Background: an optimization exercise with open tools, aiming at small area, a short achievable clock period and few clock cycles per item. Do not read the settings as production practice.
The RTL was checked by simulation tests, not by an equivalence proof against the original design.
No activity file was given, so power comes from the tool's default toggle rates.

Setup of 06-05:
==> module b2bdu_mc_c, before the edit <==
module b2bdu_mc_c (
    input  wire       clk,
    input  wire       rst,         
    input  wire       in_valid,
    output wire       in_ready,
    input  wire [7:0] in_pix,      
    input  wire [1:0] in_px,       
    input  wire [1:0] in_py,       
    output wire       out_valid,
    input  wire       out_ready,
    output wire [7:0] out_pix      
);
    reg  [3:0] col, row;           
    reg  [7:0] cur, prev;
    reg        p_v;                
    reg        p_h;                
    reg        p_o;                
    reg        x3, x2, x0;         
    reg  [1:0] py;                 
    reg  [7:0] hu;
    reg        h_v;                
    reg        h_o;                
    reg        hy3, hy2, hy0;      
    reg  [7:0] lb [0:7];           
    reg  [7:0] o_pix, s_pix;
    reg        o_v, s_v;
    reg        rdy;
    assign in_ready  = rdy;
    assign out_valid = o_v;
    assign out_pix   = o_pix;
    wire in_fire = in_valid & rdy;
    wire pop     = o_v & out_ready;
    wire h_go    = h_v & ~s_v;             
    wire h_free  = ~h_v | ~s_v;            
    wire p_go    = p_v & h_free;           
    wire push    = h_go & h_o;
    wire [7:0] u, d;
    mc_cf u_h (.p3(x3),  .p2(x2),  .p0(x0),  .a(prev),  .b(cur), .y(u));
    mc_cf u_v (.p3(hy3), .p2(hy2), .p0(hy0), .a(lb[7]), .b(hu),  .y(d));
    wire p_v_n = in_fire | (p_v & ~p_go);
    wire h_v_n = (p_go & p_h) | (h_v & ~h_go);
    wire s_v_n = s_v ? ~pop : (o_v & ~pop & push);
    wire o_v_n = s_v | push | (o_v & ~pop);
    wire [3:0] col_inc = (col == 4'd8) ? 4'd0 : col + 4'd1;
    wire [3:0] row_inc = (col != 4'd8) ? row : (row == 4'd8) ? 4'd0 : row + 4'd1;
    integer k;
    always @(posedge clk) begin
        if (rst) begin
            col   <= 4'd0;
            row   <= 4'd0;
            p_v   <= 1'b0;
            h_v   <= 1'b0;
            o_v   <= 1'b0;
            s_v   <= 1'b0;
            rdy   <= 1'b1;
        end else begin
            if (in_fire) begin
                col   <= col_inc;
                row   <= row_inc;
            end
            p_v <= p_v_n;
            h_v <= h_v_n;
            o_v <= o_v_n;
            s_v <= s_v_n;
            rdy <= ~p_v_n | ~h_v_n | ~s_v_n;
        end
    end
    always @(posedge clk) begin
        if (in_fire) begin
            cur  <= in_pix;
            prev <= cur;
            p_h  <= (col != 4'd0);
            p_o  <= (row != 4'd0);
            if (col == 4'd0 && row == 4'd0) begin
                x3 <= (in_px == 2'd3);
                x2 <= (in_px == 2'd2);
                x0 <= (in_px == 2'd0);
                py <= in_py;
            end
        end
        if (p_go & p_h) begin
            hu  <= u;
            h_o <= p_o;
            hy3 <= (py == 2'd3);
            hy2 <= (py == 2'd2);
            hy0 <= (py == 2'd0);
        end
        if (h_go) begin
            lb[0] <= hu;
            for (k = 1; k < 8; k = k + 1)
                lb[k] <= lb[k - 1];
        end
        if (pop | ~o_v)
            o_pix <= s_v ? s_pix : d;
        if (~s_v)
            s_pix <= d;
    end
endmodule
make LEC_CHECK=0 CAP_MARGIN=20 CORE_MARGIN=2 CORE_UTILIZATION=40 PLACE_DENSITY=0.6 SLEW_MARGIN=20 finish   # period 15.0 ns
run.sh (not shown) runs the stock make flow with config.mk's settings and CLKGATE_MAP_FILE= SYNTH_SCRIPT=/design/flow/synth_recipe.tcl, a recipe that flattens the netlist after the stock synthesis.
Testbench counts of 06-05, summed over its fixed seeds: cycles 38,896, blocks 480.
--- input diff 06-05..06-09 ---
--- a/flow/design.v
+++ b/flow/design.v
@@ -24,11 +24,9 @@
     input  wire       out_ready,
     output wire [7:0] out_pix      
 );
-    reg  [3:0] col, row;           
     reg  [7:0] cur, prev;
     reg        p_v;                
-    reg        p_h;                
-    reg        p_o;                
+    reg  [3:0] col, row;           
     reg        x3, x2, x0;         
     reg  [1:0] py;                 
     reg  [7:0] hu;
@@ -42,35 +40,41 @@
     assign in_ready  = rdy;
     assign out_valid = o_v;
     assign out_pix   = o_pix;
-    wire in_fire = in_valid & rdy;
     wire pop     = o_v & out_ready;
     wire h_go    = h_v & ~s_v;             
     wire h_free  = ~h_v | ~s_v;            
     wire p_go    = p_v & h_free;           
+    wire p_h     = (col != 4'd0);          
+    wire p_o     = (row != 4'd0);          
     wire push    = h_go & h_o;
+    wire last    = (col == 4'd8) & (row == 4'd8);
+    wire zero    = (col == 4'd0) & (row == 4'd0);
+    wire beat0   = p_v ? last : zero;
     wire [7:0] u, d;
     mc_cf u_h (.p3(x3),  .p2(x2),  .p0(x0),  .a(prev),  .b(cur), .y(u));
     mc_cf u_v (.p3(hy3), .p2(hy2), .p0(hy0), .a(lb[7]), .b(hu),  .y(d));
-    wire p_v_n = in_fire | (p_v & ~p_go);
+    wire p_v_n = ~rdy | in_valid;
     wire h_v_n = (p_go & p_h) | (h_v & ~h_go);
     wire s_v_n = s_v ? ~pop : (o_v & ~pop & push);
     wire o_v_n = s_v | push | (o_v & ~pop);
-    wire [3:0] col_inc = (col == 4'd8) ? 4'd0 : col + 4'd1;
-    wire [3:0] row_inc = (col != 4'd8) ? row : (row == 4'd8) ? 4'd0 : row + 4'd1;
     integer k;
     always @(posedge clk) begin
         if (rst) begin
-            col   <= 4'd0;
-            row   <= 4'd0;
-            p_v   <= 1'b0;
-            h_v   <= 1'b0;
-            o_v   <= 1'b0;
-            s_v   <= 1'b0;
-            rdy   <= 1'b1;
+            col <= 4'd0;
+            row <= 4'd0;
+            p_v <= 1'b0;
+            h_v <= 1'b0;
+            o_v <= 1'b0;
+            s_v <= 1'b0;
+            rdy <= 1'b1;
         end else begin
-            if (in_fire) begin
-                col   <= col_inc;
-                row   <= row_inc;
+            if (p_go) begin
+                if (col == 4'd8) begin
+                    col <= 4'd0;
+                    row <= (row == 4'd8) ? 4'd0 : row + 4'd1;
+                end else begin
+                    col <= col + 4'd1;
+                end
             end
             p_v <= p_v_n;
             h_v <= h_v_n;
@@ -80,17 +84,15 @@
         end
     end
     always @(posedge clk) begin
-        if (in_fire) begin
-            cur  <= in_pix;
+        if (rdy)
+            cur <= in_pix;
+        if (p_go)
             prev <= cur;
-            p_h  <= (col != 4'd0);
-            p_o  <= (row != 4'd0);
-            if (col == 4'd0 && row == 4'd0) begin
-                x3 <= (in_px == 2'd3);
-                x2 <= (in_px == 2'd2);
-                x0 <= (in_px == 2'd0);
-                py <= in_py;
-            end
+        if (in_valid & rdy & beat0) begin
+            x3 <= (in_px == 2'd3);
+            x2 <= (in_px == 2'd2);
+            x0 <= (in_px == 2'd0);
+            py <= in_py;
         end
         if (p_go & p_h) begin
             hu  <= u;
Results
- 06-09 vs. 06-05: full die area went up, detailed-route vias per instance went up, utilization went down, worst-case register-to-register setup slack did not really move.
- Cell with the largest stage delay on the worst path: sky130_fd_sc_hd__clkinv_1 -> 06-05, sky130_fd_sc_hd__clkdlybuf4s50_1 -> 06-09
- In the tables for 06-09 and 06-05, share of final-layout standard cells stronger than drive strength 1 reads higher with 06-05.
- Comparing 06-09 and 06-05, number of buffers and inverters on the critical path is lower on 06-09.
- Diff 06-05 -> 06-09: cell area after synthesis increased by 0.92% relative to the old numbers; clock power decreased by about 15% relative to the old numbers; placed instance count increased by 12 relative to the old numbers; design area decreased by 66 um2 relative to the old numbers; routed via count increased by 124 relative to the old numbers.
- 06-09 against 06-05: worst setup slack higher, total power lower.
Testbench counts of 06-09, summed over its fixed seeds: cycles 38,896, blocks 480.

[port drivers added, routing unchanged]
The flow's constraints put no driver on any port. The routed layouts listed below were extracted and timed again, unchanged, in two steps. Step 1: set_driving_cell puts a clkbuf_16 on clk and a buf_2 on each other input, an assumption about the parent block. Step 2 adds t to the input delays and takes it off the output delays; t is the mean of the earliest and latest rising clock arrival at the registers after step 1. Input paths then give back, and output paths get back, about the clock's delay inside the block. Slacks: no drivers / after step 1 / after step 2; pairs: no drivers / after step 1.
| run | shift t [ns] | slack for setup (ns) | hold WS [ns] | worst setup path at the end | pins driven straight from the clock port |
|---|---|---|---|---|---|
| 06-05 | 0.452 | 10.161 / 10.178 / 9.726 | 0.417 / 0.417 / 0.417 | input to register | 1 |
| 06-09 | 0.449 | 10.369 / 10.331 / 10.501 | 0.408 / 0.408 / 0.408 | input to register | 1 |
After both steps every run listed still meets setup and hold. The setup slack of 06-05, which loses most, moves by +0.017 ns with the drivers and by -0.435 ns with both steps.
